This is an optimization exercise on Yosys and OpenROAD, whose aim is a short achievable clock period, not a production implementation. In this exercise RTL edits were held to simulation tests only and were not proved equivalent to the original. No run shown here takes its clock network from TritonCTS; it comes from the design's own scripts or RTL. The flow treats the clock pin as an ideal source. Dropping or thinning the clock tree relies on that and would not hold on a real chip. Power figures rest on the tool's default switching activity, not on a simulated workload.

[flow/config.mk]
export PLATFORM = sky130hd
export DESIGN_NAME = mapic_acq
export DESIGN_NICKNAME = mapic_acq
export VERILOG_FILES = /design/flow/design.v
export SDC_FILE = /design/flow/constraint.sdc
export NUM_CORES = 4
export LEC_CHECK = 0
export CAP_MARGIN = 20
export CORE_MARGIN = 2
export CORE_UTILIZATION = 78
export SLEW_MARGIN = 20
export SYNTH_HIERARCHICAL = 1
export SYNTH_MINIMUM_KEEP_SIZE = 0
[flow/constraint.sdc]
create_clock -name core_clock -period 18.0 [get_ports {clk}]
set_input_delay 3.6000 -clock core_clock [delete_from_list [all_inputs] [get_ports {clk}]]
set_output_delay 3.6000 -clock core_clock [all_outputs]
set_load 0.01 [all_outputs]
[flow/design.v]
module mapic_acq (
    input  wire        clk,
    input  wire        rst,
    input  wire        us_tick,
    input  wire        cin_valid,
    input  wire [7:0]  cin_data,
    input  wire        cin_last,
    output wire        cin_ready,
    output wire        cout_valid,
    output wire [7:0]  cout_data,
    output wire        cout_last,
    input  wire        cout_ready,
    output wire        sout_valid,
    output wire [7:0]  sout_data,
    output wire        sout_last,
    input  wire [11:0] adc_data,
    input  wire        trig_in,
    input  wire        rate_in,
    output wire        bus_req,
    output wire [1:0]  bus_op,
    output wire [6:0]  bus_addr,
    output wire [7:0]  bus_wdata,
    input  wire        bus_ack,
    input  wire        bus_present,
    input  wire [7:0]  bus_rdata,
    output wire        pol_out,
    output wire        tp_out,
    output wire        clr_out,
    output wire        idle,
    output wire [2:0]  fault_code,
    output wire [7:0]  bus_err_cnt
);
    localparam [6:0]  GAIN_ADDR        = 7'h2D;
    localparam [6:0]  THR_ADDR         = 7'h2C;
    localparam [10:0] SETTLE_US        = 11'd2000;
    localparam [11:0] RATE_WINDOW_US   = 12'd3000;       
    localparam [1:0]  CLR_PULSE_US     = 2'd2;
    localparam [1:0]  STREAM_PERIOD_US = 2'd3;
    localparam [1:0] BUS_PROBE = 2'd0, BUS_READ = 2'd1, BUS_WRITE = 2'd2;
    localparam [2:0] F_NONE = 3'd0, F_OVERFLOW = 3'd6;
    localparam [1:0] TX_P2 = 2'd0;
    reg s_idle, s_decode, s_rxpay, s_paydone, s_drain, s_rdg, s_rdt, s_scan,
        s_write, s_settle, s_txwait, s_next, s_fill, s_send, s_burst, s_burstq,
        s_rate, s_rend, s_halt;
    reg         rdy;               
    reg         ad_str, ad_burst;  
    reg  [2:0]  pop;               
    reg  [2:0]  fault;
    reg  [7:0]  buserr;
    reg  [3:0]  rx_cnt;
    reg  [3:0]  rx_len;
    reg  [63:0] rx_buf;
    reg         drain_mid;
    reg         pol;
    reg         tpen;
    reg  [63:0] label;
    reg  [31:0] resp;
    reg  [1:0]  tx_kind;
    reg  [5:0]  tx_k;              
    reg         tx_busy;
    reg  [7:0]  cd;                
    reg         cl;                
    reg         breq;
    reg  [1:0]  bop;
    reg  [6:0]  baddr;
    reg  [7:0]  bwdata;
    reg  [7:0]  scan_r0, scan_r1;
    reg  [1:0]  scan_found;
    reg  [10:0] settle_cnt;
    reg  [31:0] tsec;
    reg  [19:0] tusec;
    reg  [31:0] srem;              
    reg         sfirst;            
    reg  [127:0] sh;               
    reg         fill_m2;
    reg  [1:0]  due_cnt;
    reg  [3:0]  sidx;
    reg         sl;                
    reg  [63:0] btarget;
    reg  [63:0] pcount;
    reg         reached;           
    reg         t_armed, t_insvc, t_pend, trig_q;
    reg  [1:0]  t_cnt;
    reg  [11:0] sb0, sb1, sb2, sb3;
    reg  [1:0]  dq;
    reg  [191:0] bb;               
    reg  [31:0] rval;              
    reg  [1:0]  rmod;              
    reg         r_inc;             
    reg  [11:0] win_cnt;
    reg         r_armed, r_insvc, r_pend, rate_q;
    reg  [1:0]  clr_cnt;
    reg         s_idle_b, s_send_b, tx_free, r_insvc_b;
    reg  [6:0]  baddr_b;
    reg  [7:0]  buserr_b;
    wire        s_idle_i  = !s_idle_b;
    wire        s_send_i  = !s_send_b;
    wire        tx_busy_i = !tx_free;
    wire        r_insvc_i = !r_insvc_b;
    wire [6:0]  baddr_i   = ~baddr_b;
    wire [7:0]  buserr_i  = ~buserr_b;
    wire [3:0]  e_rx_len_now;
    wire [7:0]  e_wr;
    wire e_idle0, e_dx_idle, e_dx_str, e_dx_burst, e_bus3, e_settle_go, e_rxpay0,
         e_drain0, e_drain_stay, e_rdg0, e_scan0, e_scan_last, e_scan_more, e_write0,
         e_txw0, e_send_end, e_str_single, e_str_pair, e_fill_due, e_fill_wait,
         e_send_more, e_burst_stay, e_burst_exit_r, e_burst_nf, e_burstq_stay,
         e_rate0, e_rate_z, e_rate_stay, e_halt0, e_settle_wait;
    wire e_ta_nq, e_ta_p, e_ta_nqf, e_ta_pf, e_ra_nq, e_ra_p;
    wire [2:0]  e_pop_n, e_fault_n;
    wire        e_pol_n, e_tp_n;
    wire [63:0] e_label_n, e_btarget_n;
    wire [31:0] e_srem_n;
    wire        e_sfirst_n, e_ad_str_n, e_ad_burst_n, e_dmid_clr;
    wire [7:0]  e_bwdata_n;
    wire        e_bus_ld;
    wire [1:0]  e_bop_ld;
    wire [6:0]  e_baddr_ld, e_baddr_dec;
    wire [7:0]  e_buserr_inc;
    wire        e_sf0, e_sf1;
    wire [1:0]  e_sf_inc;
    wire [7:0]  e_baddr8;
    wire [31:0] e_resp_n;
    wire [10:0] e_settle_dec;
    wire        e_start_early;
    wire [1:0]  e_kind_early;
    wire [7:0]  e_fbyte_early, e_nbyte;
    wire        e_klast;
    wire [5:0]  e_k_inc;
    wire        e_str_first, e_str_go;
    wire [31:0] e_tsec_inc;
    wire [19:0] e_tusec_inc;
    wire [1:0]  e_due_dec;
    wire        e_sl_n, e_fill_m2_n;
    wire [3:0]  e_sidx_n;
    wire [127:0] e_sh_n;
    wire        e_defer_go;
    wire [191:0] e_bb_n;
    wire        e_tx_defer;
    wire [63:0] e_pcount_n;
    wire        e_reached_n, e_bt_zero;
    wire        e_tcnt3, e_sb1_en, e_sb2_en, e_sb3_en;
    wire [1:0]  e_tcnt_inc;
    wire [11:0] e_win_dec;
    wire        e_win_go;
    wire [1:0]  e_clr_dec;
    wire        e_clr1;
    wire [31:0] e_rval_n;
    wire [1:0]  e_rmod_n;
    wire        e_rdy_i, e_cd_sel, e_klast_cur;
    wire [1:0]  e_dq_t, e_dq_nt;
    wire [7:0]  e_cd_v0, e_cd_v1;
    wire [1:0]  e_tx_kind_n;
    mapic_acq_early u_early (
        .s_idle(s_idle_i), .s_decode(s_decode), .s_rxpay(s_rxpay), .s_paydone(s_paydone),
        .s_drain(s_drain), .s_rdg(s_rdg), .s_rdt(s_rdt), .s_scan(s_scan), .s_write(s_write),
        .s_settle(s_settle), .s_txwait(s_txwait), .s_next(s_next), .s_fill(s_fill),
        .s_send(s_send_i), .s_burst(s_burst), .s_burstq(s_burstq), .s_rate(s_rate),
        .s_rend(s_rend), .s_halt(s_halt),
        .ad_str(ad_str), .ad_burst(ad_burst), .pop(pop), .fault(fault),
        .buserr(buserr_i), .rx_cnt(rx_cnt), .rx_len(rx_len), .rx_buf(rx_buf),
        .drain_mid(drain_mid), .pol(pol), .tpen(tpen), .label(label), .resp(resp),
        .tx_kind(tx_kind), .tx_k(tx_k), .tx_busy(tx_busy_i), .baddr(baddr_i), .bwdata(bwdata),
        .scan_r0(scan_r0), .scan_found(scan_found), .settle_cnt(settle_cnt),
        .tsec(tsec), .tusec(tusec), .srem(srem), .sfirst(sfirst), .sh(sh),
        .fill_m2(fill_m2), .due_cnt(due_cnt), .sidx(sidx), .btarget(btarget),
        .pcount(pcount), .reached(reached), .t_armed(t_armed), .t_insvc(t_insvc),
        .t_pend(t_pend), .trig_q(trig_q), .t_cnt(t_cnt), .sb0(sb0), .sb1(sb1),
        .sb2(sb2), .sb3(sb3), .dq(dq), .bb(bb), .rval(rval), .rmod(rmod),
        .r_inc(r_inc), .win_cnt(win_cnt), .r_armed(r_armed), .r_insvc(r_insvc_i),
        .r_pend(r_pend), .rate_q(rate_q), .clr_cnt(clr_cnt),
        .e_rx_len_now(e_rx_len_now), .e_wr(e_wr),
        .e_idle0(e_idle0), .e_dx_idle(e_dx_idle), .e_dx_str(e_dx_str),
        .e_dx_burst(e_dx_burst), .e_bus3(e_bus3), .e_settle_go(e_settle_go),
        .e_settle_wait(e_settle_wait),
        .e_rxpay0(e_rxpay0), .e_drain0(e_drain0), .e_drain_stay(e_drain_stay),
        .e_rdg0(e_rdg0), .e_scan0(e_scan0), .e_scan_last(e_scan_last),
        .e_scan_more(e_scan_more), .e_write0(e_write0), .e_txw0(e_txw0),
        .e_send_end(e_send_end), .e_str_single(e_str_single), .e_str_pair(e_str_pair),
        .e_fill_due(e_fill_due), .e_fill_wait(e_fill_wait), .e_send_more(e_send_more),
        .e_burst_stay(e_burst_stay), .e_burst_exit_r(e_burst_exit_r),
        .e_burst_nf(e_burst_nf), .e_burstq_stay(e_burstq_stay), .e_rate0(e_rate0),
        .e_rate_z(e_rate_z), .e_rate_stay(e_rate_stay), .e_halt0(e_halt0),
        .e_ta_nq(e_ta_nq), .e_ta_p(e_ta_p), .e_ta_nqf(e_ta_nqf), .e_ta_pf(e_ta_pf),
        .e_ra_nq(e_ra_nq), .e_ra_p(e_ra_p),
        .e_pop_n(e_pop_n), .e_fault_n(e_fault_n), .e_pol_n(e_pol_n), .e_tp_n(e_tp_n),
        .e_label_n(e_label_n), .e_btarget_n(e_btarget_n), .e_srem_n(e_srem_n),
        .e_sfirst_n(e_sfirst_n), .e_ad_str_n(e_ad_str_n), .e_ad_burst_n(e_ad_burst_n),
        .e_dmid_clr(e_dmid_clr), .e_bwdata_n(e_bwdata_n),
        .e_bus_ld(e_bus_ld), .e_bop_ld(e_bop_ld), .e_baddr_ld(e_baddr_ld),
        .e_baddr_dec(e_baddr_dec), .e_buserr_inc(e_buserr_inc),
        .e_sf0(e_sf0), .e_sf1(e_sf1), .e_sf_inc(e_sf_inc), .e_baddr8(e_baddr8),
        .e_resp_n(e_resp_n), .e_settle_dec(e_settle_dec),
        .e_start_early(e_start_early), .e_kind_early(e_kind_early),
        .e_fbyte_early(e_fbyte_early), .e_nbyte(e_nbyte), .e_klast(e_klast),
        .e_k_inc(e_k_inc),
        .e_str_first(e_str_first), .e_str_go(e_str_go), .e_tsec_inc(e_tsec_inc),
        .e_tusec_inc(e_tusec_inc), .e_due_dec(e_due_dec), .e_sl_n(e_sl_n),
        .e_fill_m2_n(e_fill_m2_n), .e_sidx_n(e_sidx_n), .e_sh_n(e_sh_n),
        .e_defer_go(e_defer_go), .e_bb_n(e_bb_n), .e_tx_defer(e_tx_defer),
        .e_pcount_n(e_pcount_n), .e_reached_n(e_reached_n), .e_bt_zero(e_bt_zero),
        .e_tcnt3(e_tcnt3), .e_tcnt_inc(e_tcnt_inc),
        .e_sb1_en(e_sb1_en), .e_sb2_en(e_sb2_en), .e_sb3_en(e_sb3_en),
        .e_win_dec(e_win_dec), .e_win_go(e_win_go), .e_clr_dec(e_clr_dec),
        .e_clr1(e_clr1), .e_rval_n(e_rval_n), .e_rmod_n(e_rmod_n),
        .e_rdy_i(e_rdy_i), .e_cd_sel(e_cd_sel), .e_klast_cur(e_klast_cur),
        .e_cd_v0(e_cd_v0), .e_cd_v1(e_cd_v1), .e_tx_kind_n(e_tx_kind_n),
        .e_dq_t(e_dq_t), .e_dq_nt(e_dq_nt)
    );
    wire vl       = cin_valid && cin_last;
    wire t_entry  = (trig_in && e_ta_nq) || e_ta_p;
    wire t_ovf    = (trig_in && e_ta_nqf) || e_ta_pf;
    wire r_entry  = (rate_in && e_ra_nq) || e_ra_p;
    wire ack_ok   = bus_ack && bus_present;
    wire ack_miss = bus_ack && !bus_present;
    wire rdt_ok   = s_rdt && ack_ok;
    wire scan_end = e_scan_last && bus_ack;
    wire n_idle    = e_idle0 || (s_idle_i && !vl) || (e_dx_idle && !cin_valid)
                   || (e_bus3 && ack_miss) || (e_settle_go && us_tick);
    wire n_decode  = s_idle_i && vl;
    wire n_rxpay   = e_rxpay0 || (s_rxpay && !vl);
    wire n_paydone = s_rxpay && vl;
    wire n_drain   = e_drain0 || e_drain_stay || (s_drain && cin_valid);
    wire n_rdg     = e_rdg0 || (s_rdg && !bus_ack);
    wire n_rdt     = (s_rdg && ack_ok) || (s_rdt && !bus_ack);
    wire n_scan    = e_scan0 || e_scan_more || (s_scan && !bus_ack);
    wire n_write   = e_write0 || (s_write && !bus_ack);
    wire n_settle  = (s_write && ack_ok) || e_settle_wait || (s_settle && !us_tick);
    wire n_txwait  = e_txw0 || rdt_ok || scan_end;
    wire n_next    = (e_dx_str && !cin_valid) || e_send_end;
    wire n_fill    = e_str_pair || e_fill_wait || (s_fill && !us_tick);
    wire n_send    = e_str_single || (e_fill_due && us_tick) || e_send_more;
    wire n_burst   = (e_dx_burst && !cin_valid) || (e_burst_stay && !t_ovf)
                   || (e_burst_nf && t_entry);
    wire n_burstq  = (e_burst_exit_r && !t_entry) || e_burstq_stay;
    wire n_rate    = e_rate0 || e_rate_stay || (e_rate_z && r_entry);
    wire n_rend    = e_rate_z && !r_entry;
    wire n_halt    = e_halt0 || t_ovf;
    wire tx_start  = e_start_early || rdt_ok || scan_end;
    wire tx_busy_n = t_ovf ? 1'b0 : tx_start ? 1'b1 :
                     (tx_busy_i && cout_ready && e_klast_cur) ? 1'b0 : tx_busy_i;
    wire [6:0] baddr_n = e_bus_ld ? e_baddr_ld :
                         (s_rdg && ack_ok) ? THR_ADDR :
                         (e_scan_more && bus_ack) ? e_baddr_dec : baddr_i;
    wire [7:0] buserr_n = (e_bus3 && ack_miss) ? e_buserr_inc : buserr_i;
    wire r_insvc_n = r_entry ? 1'b1 : (r_insvc_i && us_tick && e_clr1) ? 1'b0 : r_insvc_i;
    wire [7:0] scan_b0 = (bus_present && e_sf0) ? e_baddr8 : scan_r0;
    wire [7:0] scan_b1 = (bus_present && e_sf1) ? e_baddr8 : scan_r1;
    wire [31:0] tsec_next  = e_str_first ? 32'd0 : (us_tick ? e_tsec_inc  : tsec);
    wire [19:0] tusec_next = e_str_first ? 20'd0 : (us_tick ? e_tusec_inc : tusec);
    wire dx_burst = e_dx_burst && !cin_valid;
    always @(posedge clk) begin
        if (rst) begin
            s_idle <= 1'b1; s_decode <= 1'b0; s_rxpay <= 1'b0; s_paydone <= 1'b0;
            s_drain <= 1'b0; s_rdg <= 1'b0; s_rdt <= 1'b0; s_scan <= 1'b0;
            s_write <= 1'b0; s_settle <= 1'b0; s_txwait <= 1'b0; s_next <= 1'b0;
            s_fill <= 1'b0; s_send <= 1'b0; s_burst <= 1'b0; s_burstq <= 1'b0;
            s_rate <= 1'b0; s_rend <= 1'b0; s_halt <= 1'b0;
            rdy         <= 1'b1;
            ad_str      <= 1'b0;
            ad_burst    <= 1'b0;
            pop         <= 3'd0;
            fault       <= F_NONE;
            buserr      <= 8'd0;
            rx_cnt      <= 4'd0;
            rx_len      <= 4'd0;
            rx_buf      <= 64'd0;
            drain_mid   <= 1'b0;
            pol         <= 1'b0;
            tpen        <= 1'b0;
            label       <= 64'd0;
            resp        <= 32'd0;
            tx_kind     <= TX_P2;
            tx_k        <= 6'd1;
            tx_busy     <= 1'b0;
            cd          <= 8'd0;
            cl          <= 1'b0;
            breq        <= 1'b0;
            bop         <= BUS_PROBE;
            baddr       <= 7'd0;
            bwdata      <= 8'd0;
            scan_r0     <= 8'd0;
            scan_r1     <= 8'd0;
            scan_found  <= 2'd0;
            settle_cnt  <= 11'd0;
            tsec        <= 32'd0;
            tusec       <= 20'd0;
            srem        <= 32'd0;
            sfirst      <= 1'b0;
            sh          <= 128'd0;
            fill_m2     <= 1'b0;
            due_cnt     <= 2'd0;
            sidx        <= 4'd0;
            sl          <= 1'b0;
            btarget     <= 64'd0;
            pcount      <= 64'd0;
            reached     <= 1'b0;
            t_armed     <= 1'b0;
            t_insvc     <= 1'b0;
            t_pend      <= 1'b0;
            trig_q      <= 1'b0;
            t_cnt       <= 2'd0;
            sb0         <= 12'd0;
            sb1         <= 12'd0;
            sb2         <= 12'd0;
            sb3         <= 12'd0;
            dq          <= 2'd0;
            bb          <= 192'd0;
            rval        <= 32'd0;
            rmod        <= 2'd0;
            r_inc       <= 1'b0;
            win_cnt     <= 12'd0;
            r_armed     <= 1'b0;
            r_insvc     <= 1'b0;
            r_pend      <= 1'b0;
            rate_q      <= 1'b0;
            clr_cnt     <= 2'd0;
            s_idle_b    <= 1'b0;
            s_send_b    <= 1'b1;
            tx_free     <= 1'b1;
            r_insvc_b   <= 1'b1;
            baddr_b     <= 7'h7F;
            buserr_b    <= 8'hFF;
        end else begin
            s_idle <= n_idle; s_decode <= n_decode; s_rxpay <= n_rxpay; s_paydone <= n_paydone;
            s_drain <= n_drain; s_rdg <= n_rdg; s_rdt <= n_rdt; s_scan <= n_scan;
            s_write <= n_write; s_settle <= n_settle; s_txwait <= n_txwait; s_next <= n_next;
            s_fill <= n_fill; s_send <= n_send; s_burst <= n_burst; s_burstq <= n_burstq;
            s_rate <= n_rate; s_rend <= n_rend; s_halt <= n_halt;
            rdy <= n_idle || n_rxpay || n_drain;
            s_idle_b <= !n_idle;
            s_send_b <= !n_send;
            trig_q <= trig_in;
            rate_q <= rate_in;
            if (e_wr[0]) rx_buf[ 7: 0] <= cin_data;
            if (e_wr[1]) rx_buf[15: 8] <= cin_data;
            if (e_wr[2]) rx_buf[23:16] <= cin_data;
            if (e_wr[3]) rx_buf[31:24] <= cin_data;
            if (e_wr[4]) rx_buf[39:32] <= cin_data;
            if (e_wr[5]) rx_buf[47:40] <= cin_data;
            if (e_wr[6]) rx_buf[55:48] <= cin_data;
            if (e_wr[7]) rx_buf[63:56] <= cin_data;
            if (e_rdy_i && cin_valid)
                rx_cnt <= cin_last ? 4'd0 : e_rx_len_now;
            if (e_rdy_i && vl)
                rx_len <= e_rx_len_now;
            if (s_drain && cin_valid)
                drain_mid <= !cin_last;
            else if (e_dmid_clr)
                drain_mid <= 1'b0;
            pop      <= e_pop_n;
            pol      <= e_pol_n;
            tpen     <= e_tp_n;
            fault    <= t_ovf ? F_OVERFLOW : e_fault_n;
            label    <= e_label_n;
            btarget  <= e_btarget_n;
            bwdata   <= e_bwdata_n;
            ad_str   <= e_ad_str_n;
            ad_burst <= e_ad_burst_n;
            if (e_bus_ld)
                bop <= e_bop_ld;
            else if (s_rdg && ack_ok)
                bop <= BUS_READ;
            baddr   <= baddr_n;
            baddr_b <= ~baddr_n;
            if (t_ovf)
                breq <= 1'b0;
            else if (e_bus_ld || (s_rdg && ack_ok) || (e_scan_more && bus_ack))
                breq <= 1'b1;
            else if (bus_ack)
                breq <= 1'b0;
            buserr   <= buserr_n;
            buserr_b <= ~buserr_n;
            if (e_scan0) begin
                scan_found <= 2'd0;
                scan_r0    <= 8'd0;
                scan_r1    <= 8'd0;
            end else if (s_scan && ack_ok) begin
                if (e_sf0) scan_r0 <= e_baddr8;
                if (e_sf1) scan_r1 <= e_baddr8;
                scan_found <= e_sf_inc;
            end
            if (s_rdg)
                resp[7:0] <= bus_rdata;
            else if (s_scan)
                resp[7:0] <= scan_b0;
            else
                resp[7:0] <= e_resp_n[7:0];
            if (s_rdt)
                resp[15:8] <= bus_rdata;
            else if (s_scan)
                resp[15:8] <= scan_b1;
            else
                resp[15:8] <= e_resp_n[15:8];
            resp[31:16] <= e_resp_n[31:16];
            if (s_write)
                settle_cnt <= SETTLE_US;
            else if (s_settle && us_tick)
                settle_cnt <= e_settle_dec;
            tx_busy <= tx_busy_n;
            tx_free <= !tx_busy_n;
            tx_kind <= e_tx_kind_n;
            if (e_cd_sel) begin
                tx_k <= 6'd1;
                cd   <= bus_present ? e_cd_v1 : e_cd_v0;
                cl   <= 1'b0;
            end else if (cout_ready) begin
                tx_k <= e_k_inc;
                cd   <= e_nbyte;
                cl   <= e_klast;
            end
            tsec  <= tsec_next;
            tusec <= tusec_next;
            if (e_str_go)
                sh[63:0] <= {tusec_next, adc_data, tsec_next};
            else
                sh[63:0] <= e_sh_n[63:0];
            if (e_fill_due && us_tick)
                sh[127:64] <= {e_tusec_inc, adc_data, e_tsec_inc};
            else
                sh[127:64] <= e_sh_n[127:64];
            if (e_str_go)
                due_cnt <= STREAM_PERIOD_US;
            else if (e_fill_wait && us_tick)
                due_cnt <= e_due_dec;
            fill_m2 <= e_fill_m2_n;
            sidx    <= e_sidx_n;
            sl      <= e_sl_n;
            srem    <= e_srem_n;
            sfirst  <= e_sfirst_n;
            if (t_entry) begin
                t_armed <= 1'b0;
                t_insvc <= !t_ovf;
                t_pend  <= 1'b0;
                t_cnt   <= 2'd1;
                sb0     <= adc_data;
            end else begin
                if (t_insvc) begin
                    if (trig_in && !trig_q)
                        t_pend <= 1'b1;
                    t_cnt <= e_tcnt_inc;
                    if (e_tcnt3) begin
                        t_insvc <= 1'b0;
                        t_armed <= 1'b1;
                    end
                end
                if (dx_burst)
                    t_armed <= 1'b1;
                if (e_burst_exit_r)
                    t_armed <= 1'b0;
            end
            if (e_sb1_en) sb1 <= adc_data;
            if (e_sb2_en) sb2 <= adc_data;
            if (e_sb3_en) sb3 <= adc_data;
            if (dx_burst)
                pcount <= 64'd0;
            else
                pcount <= e_pcount_n;
            if (dx_burst)
                reached <= e_bt_zero;
            else
                reached <= e_reached_n;
            bb <= e_bb_n;
            dq <= t_entry ? e_dq_t : e_dq_nt;
            r_inc <= r_entry;
            r_insvc   <= r_insvc_n;
            r_insvc_b <= !r_insvc_n;
            if (r_entry) begin
                r_armed <= 1'b0;
                r_pend  <= 1'b0;
                clr_cnt <= CLR_PULSE_US;
            end else begin
                if (r_insvc_i) begin
                    if (rate_in && !rate_q)
                        r_pend <= 1'b1;
                    if (us_tick) begin
                        clr_cnt <= e_clr_dec;
                        if (e_clr1)
                            r_armed <= 1'b1;
                    end
                end
                if (e_rate0)
                    r_armed <= 1'b1;
                if (e_rate_z)
                    r_armed <= 1'b0;
            end
            if (e_rate0)
                win_cnt <= RATE_WINDOW_US;
            else if (e_win_go && us_tick)
                win_cnt <= e_win_dec;
            rval <= e_rval_n;
            rmod <= e_rmod_n;
        end
    end
    assign cin_ready  = rdy;
    assign cout_valid = tx_busy;
    assign cout_data  = cd;
    assign cout_last  = cl;
    assign sout_valid = s_send;
    assign sout_data  = sh[7:0];
    assign sout_last  = sl;
    assign bus_req    = breq;
    assign bus_op     = bop;
    assign bus_addr   = baddr;
    assign bus_wdata  = bwdata;
    assign pol_out    = pol;
    assign tp_out     = tpen;
    assign clr_out    = r_insvc;
    assign idle       = s_idle;
    assign fault_code = fault;
    assign bus_err_cnt = buserr;
endmodule
module mapic_acq_early (
    input  wire s_idle, s_decode, s_rxpay, s_paydone, s_drain, s_rdg, s_rdt, s_scan,
                s_write, s_settle, s_txwait, s_next, s_fill, s_send, s_burst, s_burstq,
                s_rate, s_rend, s_halt,
    input  wire         ad_str, ad_burst,
    input  wire [2:0]   pop, fault,
    input  wire [7:0]   buserr,
    input  wire [3:0]   rx_cnt, rx_len,
    input  wire [63:0]  rx_buf,
    input  wire         drain_mid, pol, tpen,
    input  wire [63:0]  label,
    input  wire [31:0]  resp,
    input  wire [1:0]   tx_kind,
    input  wire [5:0]   tx_k,
    input  wire         tx_busy,
    input  wire [6:0]   baddr,
    input  wire [7:0]   bwdata,
    input  wire [7:0]   scan_r0,
    input  wire [1:0]   scan_found,
    input  wire [10:0]  settle_cnt,
    input  wire [31:0]  tsec,
    input  wire [19:0]  tusec,
    input  wire [31:0]  srem,
    input  wire         sfirst,
    input  wire [127:0] sh,
    input  wire         fill_m2,
    input  wire [1:0]   due_cnt,
    input  wire [3:0]   sidx,
    input  wire [63:0]  btarget, pcount,
    input  wire         reached, t_armed, t_insvc, t_pend, trig_q,
    input  wire [1:0]   t_cnt,
    input  wire [11:0]  sb0, sb1, sb2, sb3,
    input  wire [1:0]   dq,
    input  wire [191:0] bb,
    input  wire [31:0]  rval,
    input  wire [1:0]   rmod,
    input  wire         r_inc,
    input  wire [11:0]  win_cnt,
    input  wire         r_armed, r_insvc, r_pend, rate_q,
    input  wire [1:0]   clr_cnt,
    output wire [3:0]   e_rx_len_now,
    output wire [7:0]   e_wr,
    output wire e_idle0, e_dx_idle, e_dx_str, e_dx_burst, e_bus3, e_settle_go,
                e_settle_wait, e_rxpay0, e_drain0, e_drain_stay, e_rdg0, e_scan0,
                e_scan_last, e_scan_more, e_write0, e_txw0, e_send_end, e_str_single,
                e_str_pair, e_fill_due, e_fill_wait, e_send_more, e_burst_stay,
                e_burst_exit_r, e_burst_nf, e_burstq_stay, e_rate0, e_rate_z,
                e_rate_stay, e_halt0,
    output wire e_ta_nq, e_ta_p, e_ta_nqf, e_ta_pf, e_ra_nq, e_ra_p,
    output wire [2:0]   e_pop_n, e_fault_n,
    output wire         e_pol_n, e_tp_n,
    output wire [63:0]  e_label_n, e_btarget_n,
    output wire [31:0]  e_srem_n,
    output wire         e_sfirst_n, e_ad_str_n, e_ad_burst_n, e_dmid_clr,
    output wire [7:0]   e_bwdata_n,
    output wire         e_bus_ld,
    output wire [1:0]   e_bop_ld,
    output wire [6:0]   e_baddr_ld, e_baddr_dec,
    output wire [7:0]   e_buserr_inc,
    output wire         e_sf0, e_sf1,
    output wire [1:0]   e_sf_inc,
    output wire [7:0]   e_baddr8,
    output wire [31:0]  e_resp_n,
    output wire [10:0]  e_settle_dec,
    output wire         e_start_early,
    output wire [1:0]   e_kind_early,
    output wire [7:0]   e_fbyte_early, e_nbyte,
    output wire         e_klast,
    output wire [5:0]   e_k_inc,
    output wire         e_str_first, e_str_go,
    output wire [31:0]  e_tsec_inc,
    output wire [19:0]  e_tusec_inc,
    output wire [1:0]   e_due_dec,
    output wire         e_sl_n, e_fill_m2_n,
    output wire [3:0]   e_sidx_n,
    output wire [127:0] e_sh_n,
    output wire         e_defer_go,
    output wire [191:0] e_bb_n,
    output wire         e_tx_defer,
    output wire [63:0]  e_pcount_n,
    output wire         e_reached_n, e_bt_zero,
    output wire         e_tcnt3, e_sb1_en, e_sb2_en, e_sb3_en,
    output wire [1:0]   e_tcnt_inc,
    output wire [11:0]  e_win_dec,
    output wire         e_win_go,
    output wire [1:0]   e_clr_dec,
    output wire         e_clr1,
    output wire [31:0]  e_rval_n,
    output wire [1:0]   e_rmod_n,
    output wire         e_rdy_i, e_cd_sel, e_klast_cur,
    output wire [7:0]   e_cd_v0, e_cd_v1,
    output wire [1:0]   e_tx_kind_n,
    output wire [1:0]   e_dq_t, e_dq_nt
);
    localparam [6:0] GAIN_ADDR = 7'h2D;
    localparam [6:0] THR_ADDR  = 7'h2C;
    localparam [1:0] BUS_PROBE = 2'd0, BUS_READ = 2'd1, BUS_WRITE = 2'd2;
    localparam [2:0] F_UNKNOWN = 3'd1, F_SHORT = 3'd5;
    localparam [2:0] PO_WRG = 3'd0, PO_WRT = 3'd1, PO_STRM = 3'd2, PO_BURST = 3'd3, PO_LSET = 3'd4;
    localparam [1:0] TX_P2 = 2'd0, TX_P4 = 2'd1, TX_PL = 2'd2, TX_PB = 2'd3;
    assign e_rx_len_now = (rx_cnt == 4'd15) ? 4'd15 : rx_cnt + 4'd1;
    wire rdy = s_idle || s_rxpay || s_drain;
    assign e_rdy_i = rdy;
    genvar gi;
    generate
        for (gi = 0; gi < 8; gi = gi + 1) begin : g_wr
            assign e_wr[gi] = rdy && (rx_cnt == gi);
        end
    endgenerate
    wire [7:0] cat = rx_buf[7:0];
    wire [7:0] sub = rx_buf[15:8];
    wire d_potrd = (cat == 8'h00) && (sub == 8'h00);
    wire d_scan  = (cat == 8'h00) && (sub == 8'h02);
    wire d_wrg   = (cat == 8'h01) && (sub == 8'h00);
    wire d_wrt   = (cat == 8'h01) && (sub == 8'h01);
    wire d_strm  = (cat == 8'h02) && (sub == 8'h00);
    wire d_burst = (cat == 8'h02) && (sub == 8'h01);
    wire d_pollo = (cat == 8'h04) && (sub == 8'h00);
    wire d_polhi = (cat == 8'h04) && (sub == 8'h01);
    wire d_rate  = (cat == 8'h05) && (sub == 8'h01);
    wire d_tpoff = (cat == 8'h06) && (sub == 8'h00);
    wire d_tpon  = (cat == 8'h06) && (sub == 8'h01);
    wire d_lget  = (cat == 8'h07) && (sub == 8'h00);
    wire d_lset  = (cat == 8'h07) && (sub == 8'h01);
    wire d_pay   = d_wrg || d_wrt || d_strm || d_burst || d_lset;
    wire d_flag  = d_pollo || d_polhi || d_tpoff || d_tpon;
    wire d_bad   = !(d_potrd || d_scan || d_pay || d_flag || d_rate || d_lget);
    wire d_short = (rx_len < 4'd2);
    wire dec_ok  = s_decode && !d_short;
    reg [3:0] pay_need;
    always @(*) begin
        case (pop)
            PO_WRG, PO_WRT: pay_need = 4'd1;
            PO_STRM:        pay_need = 4'd4;
            default:        pay_need = 4'd8;
        endcase
    end
    wire p_short = (rx_len < pay_need);
    wire pay_ok  = s_paydone && !p_short;
    wire p_wr    = (pop == PO_WRG) || (pop == PO_WRT);
    wire p_strm  = (pop == PO_STRM);
    wire p_burst = (pop == PO_BURST);
    wire p_lset  = (pop == PO_LSET);
    assign e_pop_n = !s_decode ? pop :
                     d_wrg   ? PO_WRG :
                     d_wrt   ? PO_WRT :
                     d_strm  ? PO_STRM :
                     d_burst ? PO_BURST :
                     d_lset  ? PO_LSET : pop;
    assign e_pol_n = (dec_ok && d_pollo) ? 1'b0 : (dec_ok && d_polhi) ? 1'b1 : pol;
    assign e_tp_n  = (dec_ok && d_tpoff) ? 1'b0 : (dec_ok && d_tpon) ? 1'b1 : tpen;
    assign e_fault_n = (s_decode && d_short) ? F_SHORT :
                       (s_decode && d_bad)   ? F_UNKNOWN :
                       (s_paydone && p_short) ? F_SHORT : fault;
    assign e_label_n   = (pay_ok && p_lset) ? rx_buf : label;
    assign e_btarget_n = (pay_ok && p_burst) ? rx_buf : btarget;
    assign e_bwdata_n  = (pay_ok && p_wr) ? rx_buf[7:0] : bwdata;
    assign e_ad_str_n   = (pay_ok && p_strm) ? 1'b1 :
                          ((pay_ok && p_burst) || (s_burstq && bq_exit)) ? 1'b0 : ad_str;
    assign e_ad_burst_n = (pay_ok && p_burst) ? 1'b1 :
                          ((pay_ok && p_strm) || (s_burstq && bq_exit)) ? 1'b0 : ad_burst;
    assign e_dmid_clr = s_paydone || s_burstq;
    wire rem_z   = (srem == 32'd0);
    wire rem_1   = (srem == 32'd1);
    wire str_go  = s_next && !rem_z;
    wire dq_full = (dq == 2'd2);
    wire defer_go = (s_burst || s_burstq) && (dq != 2'd0) && !t_insvc && !tx_busy;
    wire defer_fl = defer_go && (pcount[1:0] == 2'd2);
    wire burst_exit_r = reached && !t_insvc && !defer_go && !tx_busy;
    wire bq_exit  = (dq == 2'd0) && !tx_busy;
    wire win_z    = (win_cnt == 12'd0);
    wire scan_last = (baddr == 7'h01);
    wire settle_1 = (settle_cnt == 11'd1);
    wire fill_due = (due_cnt == 2'd1);
    assign e_idle0      = (dec_ok && d_flag) || (pay_ok && p_lset) || (s_txwait && !tx_busy)
                        || (s_next && rem_z);
    assign e_dx_idle    = s_drain && !drain_mid && !ad_str && !ad_burst;
    assign e_dx_str     = s_drain && !drain_mid && ad_str;
    assign e_dx_burst   = s_drain && !drain_mid && ad_burst;
    assign e_bus3       = s_rdg || s_rdt || s_write;
    assign e_settle_go  = s_settle && settle_1;
    assign e_settle_wait = s_settle && !settle_1;
    assign e_rxpay0     = dec_ok && d_pay;
    assign e_drain0     = (pay_ok && (p_strm || p_burst)) || (s_burstq && bq_exit);
    assign e_drain_stay = s_drain && drain_mid;
    assign e_rdg0       = dec_ok && d_potrd;
    assign e_scan0      = dec_ok && d_scan;
    assign e_scan_last  = s_scan && scan_last;
    assign e_scan_more  = s_scan && !scan_last;
    assign e_write0     = pay_ok && p_wr;
    assign e_txw0       = (dec_ok && d_lget) || s_rend || (s_txwait && tx_busy);
    assign e_send_end   = s_send && (sidx == 4'd15);
    assign e_str_single = str_go && rem_1;
    assign e_str_pair   = str_go && !rem_1;
    assign e_fill_due   = s_fill && fill_due;
    assign e_fill_wait  = s_fill && !fill_due;
    assign e_send_more  = s_send && (sidx != 4'd15);
    assign e_burst_stay = s_burst && !burst_exit_r;
    assign e_burst_exit_r = s_burst && burst_exit_r;
    assign e_burst_nf   = s_burst && !dq_full;
    assign e_burstq_stay = s_burstq && !bq_exit;
    assign e_rate0      = dec_ok && d_rate;
    assign e_rate_z     = s_rate && win_z && !r_insvc;
    assign e_rate_stay  = s_rate && !(win_z && !r_insvc);
    assign e_halt0      = s_halt || (s_decode && (d_short || d_bad)) || (s_paydone && p_short);
    assign e_ta_nq  = t_armed && !trig_q;
    assign e_ta_p   = t_armed && t_pend;
    assign e_ta_nqf = t_armed && !trig_q && dq_full;
    assign e_ta_pf  = t_armed && t_pend && dq_full;
    assign e_ra_nq  = r_armed && !rate_q;
    assign e_ra_p   = r_armed && r_pend;
    assign e_bus_ld   = (dec_ok && (d_potrd || d_scan)) || (pay_ok && p_wr);
    assign e_bop_ld   = (dec_ok && d_potrd) ? BUS_READ : (dec_ok && d_scan) ? BUS_PROBE : BUS_WRITE;
    assign e_baddr_ld = (dec_ok && d_potrd) ? GAIN_ADDR : (dec_ok && d_scan) ? 7'h7F :
                        (pop == PO_WRG) ? GAIN_ADDR : THR_ADDR;
    assign e_baddr_dec  = baddr - 7'd1;
    assign e_buserr_inc = buserr + 8'd1;
    assign e_sf0    = (scan_found == 2'd0);
    assign e_sf1    = (scan_found == 2'd1);
    assign e_sf_inc = (scan_found != 2'd2) ? scan_found + 2'd1 : scan_found;
    assign e_baddr8 = {1'b0, baddr};
    assign e_resp_n = s_rend ? rval : resp;
    assign e_settle_dec = settle_cnt - 11'd1;
    assign e_start_early = (dec_ok && d_lget) || s_rend || defer_fl;
    assign e_kind_early  = (dec_ok && d_lget) ? TX_PL : s_rend ? TX_P4 : TX_PB;
    assign e_fbyte_early = (dec_ok && d_lget) ? label[7:0] : s_rend ? rval[7:0] : bb[7:0];
    assign e_tx_defer = defer_fl;
    reg [5:0] tx_len;
    always @(*) begin
        case (tx_kind)
            TX_P2:   tx_len = 6'd2;
            TX_P4:   tx_len = 6'd4;
            TX_PL:   tx_len = 6'd8;
            default: tx_len = 6'd32;
        endcase
    end
    wire klast_cur = (tx_k == tx_len);
    assign e_klast = (tx_k == tx_len - 6'd1);
    assign e_klast_cur = klast_cur;
    assign e_cd_sel = e_start_early || s_rdt || s_scan;
    assign e_cd_v0  = e_start_early ? e_fbyte_early : s_rdt ? resp[7:0] : scan_r0;
    assign e_cd_v1  = (s_scan && e_sf0) ? e_baddr8 : e_cd_v0;
    assign e_tx_kind_n = (s_rdt || s_scan) ? TX_P2 : e_start_early ? e_kind_early : tx_kind;
    assign e_k_inc = klast_cur ? 6'd1 : tx_k + 6'd1;
    wire [11:0] bbw [0:15];
    generate
        for (gi = 0; gi < 16; gi = gi + 1) begin : g_bbw
            assign bbw[gi] = bb[gi*12 +: 12];
        end
    endgenerate
    wire [11:0] pb_word = bbw[tx_k[4:1]];
    reg  [7:0] nbyte;
    always @(*) begin
        case (tx_kind)
            TX_P2, TX_P4: begin
                case (tx_k[1:0])
                    2'd0: nbyte = resp[7:0];
                    2'd1: nbyte = resp[15:8];
                    2'd2: nbyte = resp[23:16];
                    default: nbyte = resp[31:24];
                endcase
            end
            TX_PL: begin
                case (tx_k[2:0])
                    3'd0: nbyte = label[7:0];
                    3'd1: nbyte = label[15:8];
                    3'd2: nbyte = label[23:16];
                    3'd3: nbyte = label[31:24];
                    3'd4: nbyte = label[39:32];
                    3'd5: nbyte = label[47:40];
                    3'd6: nbyte = label[55:48];
                    default: nbyte = label[63:56];
                endcase
            end
            default: nbyte = tx_k[0] ? {4'd0, pb_word[11:8]} : pb_word[7:0];
        endcase
    end
    assign e_nbyte = nbyte;
    wire us_wrap = (tusec == 20'd999999);
    assign e_str_go     = str_go;
    assign e_str_first  = str_go && sfirst;
    assign e_tsec_inc   = us_wrap ? tsec + 32'd1 : tsec;
    assign e_tusec_inc  = us_wrap ? 20'd0 : tusec + 20'd1;
    assign e_due_dec    = due_cnt - 2'd1;
    assign e_fill_m2_n  = str_go ? !rem_1 : fill_m2;
    assign e_sidx_n     = str_go ? 4'd0 : s_send ? sidx + 4'd1 : sidx;
    assign e_sl_n       = s_send && (sidx == 4'd14);
    assign e_sh_n[63:0]   = s_send ? sh[71:8] : sh[63:0];
    assign e_sh_n[127:64] = str_go ? 64'd0 : s_send ? {8'd0, sh[127:72]} : sh[127:64];
    assign e_srem_n   = (pay_ok && p_strm) ? rx_buf[31:0] :
                        (s_send && sidx == 4'd15) ? srem - (fill_m2 ? 32'd2 : 32'd1) : srem;
    assign e_sfirst_n = (pay_ok && p_strm) ? 1'b1 : (s_send && sidx == 4'd15) ? 1'b0 : sfirst;
    assign e_defer_go = defer_go;
    assign e_dq_t  = defer_go ? dq : dq + 2'd1;
    assign e_dq_nt = defer_go ? dq - 2'd1 : dq;
    assign e_bb_n[  0 +: 48] = (defer_go && pcount[1:0] == 2'd0) ? {sb3, sb2, sb1, sb0} : bb[  0 +: 48];
    assign e_bb_n[ 48 +: 48] = (defer_go && pcount[1:0] == 2'd1) ? {sb3, sb2, sb1, sb0} : bb[ 48 +: 48];
    assign e_bb_n[ 96 +: 48] = (defer_go && pcount[1:0] == 2'd2) ? {sb3, sb2, sb1, sb0} : bb[ 96 +: 48];
    assign e_bb_n[144 +: 48] = (defer_go && pcount[1:0] == 2'd3) ? {sb3, sb2, sb1, sb0} : bb[144 +: 48];
    assign e_pcount_n  = (t_insvc && t_cnt == 2'd1) ? pcount + 64'd1 : pcount;
    assign e_reached_n = (pcount >= btarget);
    assign e_bt_zero   = (btarget == 64'd0);
    assign e_tcnt3     = (t_cnt == 2'd3);
    assign e_tcnt_inc  = t_cnt + 2'd1;
    assign e_sb1_en    = t_insvc && (t_cnt == 2'd1);
    assign e_sb2_en    = t_insvc && (t_cnt == 2'd2);
    assign e_sb3_en    = t_insvc && (t_cnt != 2'd1) && (t_cnt != 2'd2);
    wire r_wrap = (rmod == 2'd0) && (rval == 32'h55555555);
    assign e_win_dec = win_cnt - 12'd1;
    assign e_win_go  = s_rate && !win_z;
    assign e_clr_dec = clr_cnt - 2'd1;
    assign e_clr1    = (clr_cnt == 2'd1);
    assign e_rval_n = (dec_ok && d_rate) ? 32'd0 :
                      !r_inc ? rval :
                      r_wrap ? 32'd0 :
                      (rmod == 2'd1) ? rval + 32'd1 : rval;
    assign e_rmod_n = (dec_ok && d_rate) ? 2'd0 :
                      !r_inc ? rmod :
                      r_wrap ? 2'd0 :
                      (rmod == 2'd2) ? 2'd0 : rmod + 2'd1;
endmodule
[flow/flow/run.sh]
#!/bin/bash
set -euo pipefail
W=$(pwd)
R=$W/orfs/results/sky130hd/mapic_acq/base
export SETUP_SLACK_MARGIN=$(cat "$W/flow/margin")
export PRE_REPAIR_TIMING_POST_PLACE_TCL=$W/flow/post_place.tcl
export MYCTS_LEAVES=64
export MYCTS_ROOTS=4
export MYCTS_LEAFBUF=sky130_fd_sc_hd__clkbuf_16
export MYCTS_ROOTBUF=sky130_fd_sc_hd__buf_16
export MYCTS_PULL_OUT=1
bash "$W/standard.sh" synth > "$W/flow_synth.log" 2>&1
bash "$W/standard.sh" place > "$W/flow_place.log" 2>&1
bash "$W/standard.sh" run RUN_SCRIPT="$W/flow/mycts.tcl" RUN_LOG_NAME_STEM=4_1_mycts > "$W/flow_cts.log" 2>&1
test -s "$R/4_1_cts.odb" && test -s "$R/4_cts.sdc"
cp "$R/4_1_cts.odb" "$R/4_cts.odb"
touch "$R/4_cts.sdc"
bash "$W/standard.sh" > "$W/flow_finish.log" 2>&1
[flow/flow/margin]
13.8
[flow/flow/mycts.tcl]
# Clock tree for this design, in place of TritonCTS: two buffer levels.
# The clock port drives MYCTS_ROOTS root buffers; each drives the leaf
# buffers of its region; each leaf drives the flip-flops of one cluster.
# Clusters come from k-means on the placed flip-flops, so every flip-flop
# sees the same two buffer stages and a short leaf net.
source $::env(SCRIPTS_DIR)/load.tcl
erase_non_stage_variables cts
load_design 3_place.odb 3_place.sdc

set nleaf $::env(MYCTS_LEAVES)
set nroot $::env(MYCTS_ROOTS)
set leafbuf $::env(MYCTS_LEAFBUF)
set rootbuf $::env(MYCTS_ROOTBUF)

set db [ord::get_db]
set block [ord::get_db_block]
set clknet [[$block findBTerm clk] getNet]

proc kmeans {xs ys k iters} {
  set n [llength $xs]
  set xmin [tcl::mathfunc::min {*}$xs]; set xmax [tcl::mathfunc::max {*}$xs]
  set ymin [tcl::mathfunc::min {*}$ys]; set ymax [tcl::mathfunc::max {*}$ys]
  # grid start: cols x rows close to the region's shape
  set best 1
  for {set c 1} {$c <= $k} {incr c} {
    if {$k % $c == 0} {
      set r [expr {$k / $c}]
      set ar [expr {double($xmax - $xmin + 1) / ($ymax - $ymin + 1)}]
      if {abs(double($c)/$r - $ar) < abs(double($best)/($k/$best) - $ar)} { set best $c }
    }
  }
  set cols $best; set rows [expr {$k / $cols}]
  set cx {}; set cy {}
  for {set j 0} {$j < $rows} {incr j} {
    for {set i 0} {$i < $cols} {incr i} {
      lappend cx [expr {$xmin + ($i + 0.5) * ($xmax - $xmin) / $cols}]
      lappend cy [expr {$ymin + ($j + 0.5) * ($ymax - $ymin) / $rows}]
    }
  }
  set asg [lrepeat $n 0]
  for {set it 0} {$it < $iters} {incr it} {
    for {set p 0} {$p < $n} {incr p} {
      set x [lindex $xs $p]; set y [lindex $ys $p]
      set bd 1e30; set bc 0
      for {set c 0} {$c < $k} {incr c} {
        set d [expr {abs($x - [lindex $cx $c]) + abs($y - [lindex $cy $c])}]
        if {$d < $bd} { set bd $d; set bc $c }
      }
      lset asg $p $bc
    }
    set sx [lrepeat $k 0.0]; set sy [lrepeat $k 0.0]; set sn [lrepeat $k 0]
    for {set p 0} {$p < $n} {incr p} {
      set c [lindex $asg $p]
      lset sx $c [expr {[lindex $sx $c] + [lindex $xs $p]}]
      lset sy $c [expr {[lindex $sy $c] + [lindex $ys $p]}]
      lset sn $c [expr {[lindex $sn $c] + 1}]
    }
    for {set c 0} {$c < $k} {incr c} {
      if {[lindex $sn $c] > 0} {
        lset cx $c [expr {[lindex $sx $c] / [lindex $sn $c]}]
        lset cy $c [expr {[lindex $sy $c] / [lindex $sn $c]}]
      }
    }
  }
  return [list $asg $cx $cy]
}

# Final assignment with a size cap: closest (point, centre) pairs first.
proc cap_assign {xs ys cx cy cap} {
  set n [llength $xs]
  set k [llength $cx]
  set pairs {}
  for {set p 0} {$p < $n} {incr p} {
    set x [lindex $xs $p]; set y [lindex $ys $p]
    for {set c 0} {$c < $k} {incr c} {
      lappend pairs [list [expr {abs($x - [lindex $cx $c]) + abs($y - [lindex $cy $c])}] $p $c]
    }
  }
  set pairs [lsort -real -index 0 $pairs]
  set asg [lrepeat $n -1]
  set cnt [lrepeat $k 0]
  set left $n
  foreach pr $pairs {
    lassign $pr d p c
    if {[lindex $asg $p] >= 0 || [lindex $cnt $c] >= $cap} continue
    lset asg $p $c
    lset cnt $c [expr {[lindex $cnt $c] + 1}]
    incr left -1
    if {$left == 0} break
  }
  # centres of the capped clusters
  set sx [lrepeat $k 0.0]; set sy [lrepeat $k 0.0]
  for {set p 0} {$p < $n} {incr p} {
    set c [lindex $asg $p]
    lset sx $c [expr {[lindex $sx $c] + [lindex $xs $p]}]
    lset sy $c [expr {[lindex $sy $c] + [lindex $ys $p]}]
  }
  set ncx {}; set ncy {}
  for {set c 0} {$c < $k} {incr c} {
    set m [lindex $cnt $c]
    if {$m > 0} {
      lappend ncx [expr {[lindex $sx $c] / $m}]; lappend ncy [expr {[lindex $sy $c] / $m}]
    } else {
      lappend ncx [lindex $cx $c]; lappend ncy [lindex $cy $c]
    }
  }
  return [list $asg $ncx $ncy]
}

# Flip-flops that drive an output port's buffer sit next to that buffer,
# so the flip-flop's output net is short.
if {[info exists ::env(MYCTS_PULL_OUT)] && $::env(MYCTS_PULL_OUT)} {
  set moved 0
  foreach bt [$block getBTerms] {
    if {[$bt getIoType] ne "OUTPUT"} continue
    set onet [$bt getNet]
    set drv [$onet getFirstOutput]
    if {$drv eq "NULL" || $drv eq ""} continue
    set buf [$drv getInst]
    set ain [$buf findITerm A]
    if {$ain eq "NULL" || $ain eq ""} continue
    set qnet [$ain getNet]
    set qdrv [$qnet getFirstOutput]
    if {$qdrv eq "NULL" || $qdrv eq ""} continue
    set ff [$qdrv getInst]
    if {![string match "*dfxtp*" [[$ff getMaster] getName]]} continue
    set bb [$buf getBBox]
    $ff setLocation [$bb xMin] [$bb yMin]
    incr moved
  }
  puts "mycts: moved $moved output flip-flops next to their output buffers"
  detailed_placement
}

# the flip-flop clock pins on the clock port's net
set sinks {}
set xs {}
set ys {}
foreach it [$clknet getITerms] {
  if {[$it getIoType] eq "INPUT"} {
    set bb [[$it getInst] getBBox]
    lappend sinks $it
    lappend xs [expr {([$bb xMin] + [$bb xMax]) / 2.0}]
    lappend ys [expr {([$bb yMin] + [$bb yMax]) / 2.0}]
  }
}
puts "mycts: [llength $sinks] sinks, $nleaf leaves, $nroot roots"

lassign [kmeans $xs $ys $nleaf 40] asg lx ly
set cap [expr {int(ceil(1.08 * [llength $sinks] / $nleaf))}]
lassign [cap_assign $xs $ys $lx $ly $cap] asg lx ly
lassign [kmeans $lx $ly $nroot 40] rasg rx ry
lassign [cap_assign $lx $ly $rx $ry [expr {int(ceil(double($nleaf) / $nroot))}]] rasg rx ry

set lmaster [$db findMaster $leafbuf]
set rmaster [$db findMaster $rootbuf]
set rnets {}
for {set r 0} {$r < $nroot} {incr r} {
  set inst [odb::dbInst_create $block $rmaster "mycts_root_$r"]
  $inst setLocation [expr {int([lindex $rx $r])}] [expr {int([lindex $ry $r])}]
  $inst setPlacementStatus PLACED
  set net [odb::dbNet_create $block "mycts_rnet_$r"]
  $net setSigType CLOCK
  [$inst findITerm A] connect $clknet
  [$inst findITerm X] connect $net
  lappend rnets $net
}
set lnets {}
for {set l 0} {$l < $nleaf} {incr l} {
  set inst [odb::dbInst_create $block $lmaster "mycts_leaf_$l"]
  $inst setLocation [expr {int([lindex $lx $l])}] [expr {int([lindex $ly $l])}]
  $inst setPlacementStatus PLACED
  set net [odb::dbNet_create $block "mycts_lnet_$l"]
  $net setSigType CLOCK
  [$inst findITerm A] connect [lindex $rnets [lindex $rasg $l]]
  [$inst findITerm X] connect $net
  lappend lnets $net
}
set sizes [lrepeat $nleaf 0]
for {set p 0} {$p < [llength $sinks]} {incr p} {
  set it [lindex $sinks $p]
  set l [lindex $asg $p]
  $it disconnect
  $it connect [lindex $lnets $l]
  lset sizes $l [expr {[lindex $sizes $l] + 1}]
}
$clknet setSigType CLOCK
puts "mycts: leaf sizes $sizes"
puts "mycts: root of each leaf $rasg"
global_connect

set_propagated_clock [all_clocks]
set_dont_use $::env(DONT_USE_CELLS)

set_placement_padding -global \
  -left $::env(CELL_PAD_IN_SITES_DETAIL_PLACEMENT) \
  -right $::env(CELL_PAD_IN_SITES_DETAIL_PLACEMENT)
detailed_placement
estimate_parasitics -placement
report_clock_skew
report_worst_slack -max

repair_timing_helper
detailed_placement
check_placement -verbose
estimate_parasitics -placement
report_clock_skew
report_worst_slack -max
report_worst_slack -min
report_checks -path_delay max -format full_clock_expanded
set m 0
foreach pin [all_registers -clock_pins -edge_triggered] {
  foreach e {rise fall} { set v [get_property $pin slew_max_$e]; if {$v > $m} { set m $v } }
}
puts "mycts: max flip-flop clock pin slew $m"

write_db $::env(RESULTS_DIR)/4_1_cts.odb
write_sdc -no_timestamp $::env(RESULTS_DIR)/4_cts.sdc
[flow/flow/post_place.tcl]
# Before the post-placement repair: repair setup with the margin the flow asks for.
estimate_parasitics -placement
repair_timing -setup -setup_margin $::env(SETUP_SLACK_MARGIN) -repair_tns 100 -verbose
[flow/standard.sh]
#!/bin/bash
# synth_recipe.tcl (not shown) runs the flow's synth.tcl, then flattens the netlist and writes it again
# the make line also repeats each setting of config.mk as NAME=value (left out here)
make -C /OpenROAD-flow-scripts/flow DESIGN_CONFIG=/design/flow/config.mk WORK_HOME=/design/flow/orfs CLKGATE_MAP_FILE= SYNTH_SCRIPT=/design/flow/synth_recipe.tcl "${@:-finish}"
==> metrics.yaml, run 1 <==
run_status:
  status: "finished clean"
worst_setup_path:
  r2r-end: "cd[2]"
  cp_max_fo: 2
  cp_data_required_time_ns: 14.40
  crit_chain: "buf_6"
  cp-start-kind: "flip-flop"
  r2r_start: "tx_k[4]"
  cpMaxStageDelayCell: "dfxtp_4"
  critical_path_class: "reg2out"
  critPathBufInv: 1
  reg2reg_depth: 9
  crit_path_end_kind: "primary output"
  critPathArrivalTime_ns: 0.94
  critPathMaxStageDelay_ns: 0.36
  critPathTopFamily: "flip-flops"
  reg2reg_slack_ns: 13.83
die:
  die_x_microns: 250
  start_util_pct: 78.5
  io_pins: 92
  core-area_sq_um: 60000
  dieArea_sq_um: 62400
  std_cell_rows: 90
  die_h_microns: 250
hold_path:
  hold_class: "reg2reg"
  hold_start: "s_idle_b"
  hold_end: "s_decode"
  holdPathStages: 1
sta:
  setup-tns-final_ns: 0
  min_period_ns: 4.54
  whs_ns: 0.465
  max_slew_margin_pct: 16.2
  finalSetupViolations: 0
  fmax_mhz: 220
  hold_viol_final: 0
  worst-slew-pin-transition_ns: 1.25
  fin_skew_ns: 0.0543
  min_period_over_period_pct: 25.2
  rsz0062_at_grt: "true"
  maxSlewViolCount: 0
global_routing:
  grt_start_max_net_pins: 112
  grt_overflow: 0
  grt_pass1_vias: 38700
  antenna_found_initial: 8
  grt_first_pass_wirelength_mm: 218
  grtUsageTotal_pct: 43.6
power_and_ir_drop:
  power.total_mw: 3.71
  comb_power_share_pct: 5.8
  p_clk_share_pct: 37.6
  p_int_mw: 2.83
  sequentialPowerShare_pct: 56.6
  pwr_density_cell_nw_per_um2: 70.8
  switchingPower_uw: 884
  swShare_pct: 23.8
  p_leak_nw: 20.8
  peakVddDrop_uv: 88.7
synth:
  synth.avg_cell_area_sq_um: 8.76
  synthesis.instances: 5381
  synth_area_sq_um: 47100
  yosysWarnings: 8
final_layout:
  areaGrowthSynthToFinish_pct: 11.2
  final_cell_mix: "885 x dfxtp_1, 584 x nand2_1, 482 x nor2_1"
  drive_gt1_share_pct: 17.5
  mostFrequentLayoutCell: "dfxtp_1"
  fin_nets: 5458
  utilization_pct: 87.3
placed_design:
  io_buffers: 91
  dp_hpwl_mm: 81.7
  routabilityCongestion: 0.933
drt:
  via_count: 41200
  drtIter0Drc: 5430
  totalWireLength_mm: 149
  final_antenna_net_count: 0
  drt_first_pass_iters: 10
  viasPerCell: 6.76
  drc: 0
  wl_per_cell_microns: 24.5
cts:
  clk_latency_ns: 0.48
  clk_pin_slew_worst_paths_ns: 0.07
job:
  maxCapViolCount: 0
==> per-layer routing <==
layer / vias up / routed length (microns) / track usage, %
li1: 18200 / - / -
met1: 19400 / 53900 / 55.4
met2: 2834 / 67200 / 71.0
met3: 874 / 16900 / 7.03
met4: 8 / 11200 / 24.1
met5: - / 47 / 0
==> how the worst max path moves through the flow <==
stage | cells after the start | start | slack [ns] | endpoint
2_1_floorplan | 5 | bus_present | 13.54 | baddr_b[0]
3_3_place_gp | 5 | rst | 11.88 | tx_k[1]
6_report | 1 | cd[5] | 13.46 | cout_data[5]
3_5_place_dp | 5 | rst | 11.89 | tx_k[2]
5_1_grt | 1 | cd[5] | 13.45 | cout_data[5]
==> stage by stage <==
stage	instance area, sq um	cells	setup slack (ns)
global route	52400	6097	13.45
floorplan	48100	5383	13.54
global placement	48000	5903	11.88
finish	52400	6098	13.46
detailed placement	48000	5903	11.89
==> flip-flops by register name (all words and copies together) (netlist names), 12 cells and up <==
| signal | cells |
|---|---|
| win_cnt | 12 |
| btarget | 64 |
| tsec | 32 |
| pcount | 64 |
| bb | 192 |
| sb2 | 12 |
| rx_buf | 64 |
| resp | 32 |
| sh | 128 |
| sb0 | 12 |
| sb1 | 12 |
| tusec | 20 |
| srem | 32 |
| rval | 32 |
| label | 64 |
| sb3 | 12 |
==> area by class of cell <==
class | count | area (sq um)
Multi-Input combinational cell | 3898 | 27100
Sequential cell | 941 | 18900
Fill cell | 3144 | 7610
Timing Repair Buffer | 239 | 3010
Buffer | 68 | 1710
Tap cell | 782 | 978
Inverter | 168 | 647
Antenna cell | 2 | 5.00
==> power groups by stage <==
stage	logic [mW]	registers, mW	clock network (mW)
after global routing	0.218	2.10	1.45
after detailed placement	0.148	2.15	0
after floorplan	0.114	2.14	0
after global placement	0.148	2.15	0
final	0.214	2.10	1.40
==> run 2, diff against run 1 <==
--- a/flow/flow/run.sh
+++ b/flow/flow/run.sh
@@ -6,3 +6,3 @@
 export PRE_REPAIR_TIMING_POST_PLACE_TCL=$W/flow/post_place.tcl
-export MYCTS_LEAVES=64
+export MYCTS_LEAVES=44
 export MYCTS_ROOTS=4
--- a/flow/config.mk
+++ b/flow/config.mk
@@ -9,3 +9,3 @@
 export CORE_MARGIN = 2
-export CORE_UTILIZATION = 78
+export CORE_UTILIZATION = 65
 export SLEW_MARGIN = 20
==> run 2 against run 1 <==
  * Critical path depth did not move
  * Register-to-register slack better by 0.07 ns
  * Sequential cell count stayed put
  * Cell area shrank 1.4%
  * Hold slack improved by 0.011 ns
  * Die area up 20%
  * Core utilization down 15 points
  * Cell count up 2.2%
  * Combinational power decreased by 3%
  * Sequential share of layout area up 0.53 points
  * Area after synthesis stayed put
  * Critical path type unchanged
  * Largest power group unchanged
==> metrics.yaml, run 2 <==
run_status:
  status: "finished clean"
worst_setup_path:
  crit_path_end_kind: "primary output"
  r2r_start: "tx_k[2]"
  cp-start-kind: "flip-flop"
  reg2reg_slack_ns: 13.90
  cp_max_fo: 2
  cpMaxStageDelayCell: "dfxtp_4"
  r2r-end: "cd[2]"
  critical_path_class: "reg2out"
  cp_data_required_time_ns: 14.40
  reg2reg_depth: 8
  startpoint: "cd[4]"
  endpoint: "cout_data[4]"
  critPathBufInv: 1
  crit_chain: "buf_6"
  critPathTopFamily: "flip-flops"
  path_depth: 1
  critPathMaxStageDelay_ns: 0.36
  critPathArrivalTime_ns: 0.89
cts:
  clk_latency_ns: 0.42
  clk_pin_slew_worst_paths_ns: 0.10
die:
  core-area_sq_um: 71600
  die_x_microns: 273
  start_util_pct: 65.8
  io_pins: 92
  dieArea_sq_um: 74700
  die_h_microns: 273
  std_cell_rows: 98
final_layout:
  mostFrequentLayoutCell: "dfxtp_1"
  drive_gt1_share_pct: 16.1
  fin_nets: 5425
  top_regs: "bb (192), sh (128)"
  largest_reg_flops: 192
  diodes: 0
  final_cell_mix: "883 x dfxtp_1, 597 x nand2_1, 481 x nor2_1"
  areaGrowthSynthToFinish_pct: 9.69
  top_register: "bb"
sta:
  hold_viol_final: 0
  rsz0062_at_grt: "true"
  setup-tns-final_ns: 0
  fmax_mhz: 222
  worst-slew-pin-transition_ns: 1.12
  max_slew_margin_pct: 25.2
  min_period_over_period_pct: 25.0
  maxSlewViolCount: 0
  finalSetupViolations: 0
  min_period_ns: 4.49
  fin_skew_ns: 0.0299
hold_path:
  hold_class: "reg2reg"
drt:
  drtIter0Drc: 3488
  drc: 0
  final_antenna_net_count: 0
  via_count: 38200
  drt_first_pass_iters: 6
  wl_per_cell_microns: 22.5
  totalWireLength_mm: 140
  viasPerCell: 6.13
placed_design:
  routabilityCongestion: 0.908
  io_buffers: 91
  dp_hpwl_mm: 84.4
global_routing:
  grt_start_max_net_pins: 125
  grtUsageTotal_pct: 35.7
  grt_overflow: 0
  grt_pass1_vias: 35800
  grt_first_pass_wirelength_mm: 212
  antenna_found_initial: 6
power_and_ir_drop:
  power.total_mw: 3.46
  peakVddDrop_uv: 74.3
  pwr_density_cell_nw_per_um2: 66.9
  p_leak_nw: 20.5
synth:
  synth.avg_cell_area_sq_um: 8.76
  synthesis.instances: 5381
  synth_area_sq_um: 47100
  yosysWarnings: 8
job:
  maxCapViolCount: 0
[run 2: cell count changes in the layout (fill, tap and decap cells not counted), sizes merged]
cell	previous run	this run
a21o	18	19
and2	161	159
buf	197	185
bufbuf	10	7
clkbuf	70	54
clkdlybuf4s15	1	0
clkdlybuf4s50	9	6
diode	2	0
dlygate4sd2	19	18
dlymetal6s2s	1	4
nand2	614	613
or2	16	18
[run 2: how the worst min path moves through the flow]
stage / startpoint / endpoint / slack, ns / depth (start not counted)
final: s_idle_b / s_decode / 0.48 / 1
after global routing: scan_r1[2] / scan_r1[2] / 0.49 / 2
after detailed placement: s_idle_b / s_decode / 0.45 / 1
after global placement: s_idle_b / s_decode / 0.45 / 1
after floorplan: s_idle_b / s_decode / 0.42 / 1
[run 2: metrics by stage]
stage               cells  worst slack [ns]  utilization, %  hold WS [ns]  cell area, sq um
floorplan            5383             13.54               -         0.420             48100
global placement     6076             11.97            67.4         0.451             48300
detailed placement   6076             11.95            67.4         0.455             48300
global route         6231             13.49            72.2         0.493             51700
finish               6231             13.51            72.2         0.477             51700
[run 2: layout make-up]
class | instances | area (sq um)
multi-input combinational | 3898 | 26800
buffer | 48 | 1210
sequential | 941 | 18900
timing repair buffer | 226 | 2930
inverter | 168 | 646
tap | 950 | 1190
fill | 5704 | 19900
[run 2: layer usage]
metal  global-route usage [%]  part of all wire [%]  vias to the layer above
met5                        0                 0.024                        -
met4                     11.8                   3.7                        4
met3                     3.56                   7.0                      293
met2                     58.9                    46                     1353
met1                     49.1                    43                    18500
li1                         -                     -                    18100
[run 2: power by group]
part / switching (mW) / internal [mW] / total [mW]
Clock: 0.666 / 0.485 / 1.15
Combinational: 0.139 / 0.0682 / 0.207
Sequential: 0.0135 / 2.08 / 2.10
==> run 3, diff against run 2 <==
--- a/flow/flow/run.sh
+++ b/flow/flow/run.sh
@@ -6,3 +6,3 @@
 export PRE_REPAIR_TIMING_POST_PLACE_TCL=$W/flow/post_place.tcl
-export MYCTS_LEAVES=44
+export MYCTS_LEAVES=40
 export MYCTS_ROOTS=4
==> run 3 against run 2 <==
  * Register-to-register slack lost 0.07 ns
  * Global-route usage is essentially flat
  * Core utilization grew 1.1 points
  * Combinational power grew 3%
  * Maximum frequency grew 0.12%
  * Sequential cell count is the same
  * Still clean on timing, DRC and antenna
  * Hold slack lost 0.0066 ns
  * Synthesized cell count is the same
  * Die area is the same
  * Sequential power is essentially flat
  * Largest power group unchanged
  * Cell area grew 1.5%
==> metrics.yaml, run 3 <==
power_and_ir_drop:
  peakVddDrop_uv: 78.9
  switchingPower_uw: 815
  p_clk_share_pct: 32.4
  power.total_mw: 3.42
  sequentialPowerShare_pct: 61.3
  p_int_mw: 2.61
  swShare_pct: 23.8
  pwr_density_cell_nw_per_um2: 65.2
  p_leak_nw: 20.8
  comb_power_share_pct: 6.2
sta:
  min_period_ns: 4.49
  hold_viol_final: 0
  worst-slew-pin-transition_ns: 1.06
  maxSlewViolCount: 0
  whs_ns: 0.470
  fmax_mhz: 223
  finalSetupViolations: 0
  fin_skew_ns: 0.0375
  min_period_over_period_pct: 24.9
  rsz0062_at_grt: "true"
  setup-tns-final_ns: 0
  max_slew_margin_pct: 29.1
global_routing:
  grt_overflow: 0
  grtUsageTotal_pct: 35.7
  antenna_found_initial: 6
  grt_first_pass_wirelength_mm: 212
  grt_start_max_net_pins: 125
  grt_pass1_vias: 35800
die:
  die_h_microns: 273
  start_util_pct: 65.8
  die_x_microns: 273
  std_cell_rows: 98
  io_pins: 92
  dieArea_sq_um: 74700
  core-area_sq_um: 71600
final_layout:
  areaGrowthSynthToFinish_pct: 11.3
  final_cell_mix: "883 x dfxtp_1, 559 x nand2_1, 481 x nor2_1"
  drive_gt1_share_pct: 18.0
  top_register: "bb"
  mostFrequentLayoutCell: "dfxtp_1"
  final_area_sq_um: 52400
  largest_reg_flops: 192
  fillers: 5571
  fin_nets: 5446
  top_regs: "bb (192), sh (128)"
drt:
  drc: 0
  viasPerCell: 6.18
  highest_layer: "met5"
  via_count: 38600
  wl_per_cell_microns: 22.8
  final_antenna_net_count: 0
  wl_met2_mm: 66.1
  drtIter0Drc: 3623
  met1_length_mm: 60.9
  met3_length_mm: 10.2
  drt_first_pass_iters: 9
  totalWireLength_mm: 143
placed_design:
  routabilityCongestion: 0.908
  io_buffers: 91
  place_area_sq_um: 48300
  dp_hpwl_mm: 84.4
worst_setup_path:
  cp-start-kind: "flip-flop"
  cpMaxStageDelayCell: "dfxtp_4"
  cp_max_fo: 2
  critPathArrivalTime_ns: 0.89
  critPathTopFamily: "flip-flops"
  critical_path_class: "reg2out"
  crit_chain: "buf_6"
  r2r_start: "tx_k[3]"
  critPathBufInv: 1
  reg2reg_slack_ns: 13.83
  crit_path_end_kind: "primary output"
  critPathMaxStageDelay_ns: 0.37
  cp_data_required_time_ns: 14.40
  startpoint: "sh[4]"
hold_path:
  hold_class: "reg2reg"
  hold_start: "s_idle_b"
job:
  maxCapViolCount: 0
synth:
  yosysWarnings: 8
  synth.avg_cell_area_sq_um: 8.76
  synth_area_sq_um: 47100
  synthesis.instances: 5381
cts:
  clk_latency_ns: 0.42
  clk_pin_slew_worst_paths_ns: 0.10
run_status:
  status: "finished clean"
==> run 3: power groups by stage <==
stage | sequential [mW] | combinational, mW | clock [mW]
3_5_place_dp | 2.15 | 0.156 | 0
6_report | 2.10 | 0.213 | 1.11
2_1_floorplan | 2.14 | 0.114 | 0
5_1_grt | 2.10 | 0.219 | 1.18
3_3_place_gp | 2.15 | 0.157 | 0
==> run 3: area by class of cell <==
class | count | area (sq um) | share of cell area, %
Antenna cell | 2 | 5.00 | 0.00954
Buffer | 44 | 1110 | 2.12
Inverter | 168 | 646 | 1.23
Multi-Input combinational cell | 3899 | 27300 | 52.0
Sequential cell | 941 | 18900 | 36.1
Tap cell | 950 | 1190 | 2.27
Timing Repair Buffer | 250 | 3260 | 6.22
==> run 3: path summary, 6_finish.rpt <==
path	to	depth (start not counted)
setup / recovery	sout_data[4]	1
setup reg to reg	cd[2]	9
hold reg to reg	s_decode	1
hold / removal	s_decode	1
==> run 3: metrics by stage <==
| stage | setup WS (ns) | util [%] | std cells |
|---|---|---|---|
| 6_report | 13.51 | 73.2 | 6254 |
| 5_1_grt | 13.50 | 73.2 | 6254 |
| 3_5_place_dp | 11.95 | 67.4 | 6076 |
| 3_3_place_gp | 11.97 | 67.4 | 6076 |
| 2_1_floorplan | 13.54 | - | 5383 |
==> run 3: per-layer routing <==
layer	track usage (%)	up-vias
li1	-	18100
met1	48.8	18700
met2	59.3	1477
met3	3.59	318
met4	11.6	4
met5	0	-

Setup slack of run 3, layout unchanged: 13.511 ns with ideal ports, 13.347 ns with driving cells assumed (clock clkbuf_16, inputs buf_2), 12.985 ns with port delays also shifted by the 0.563 ns mid clock arrival.
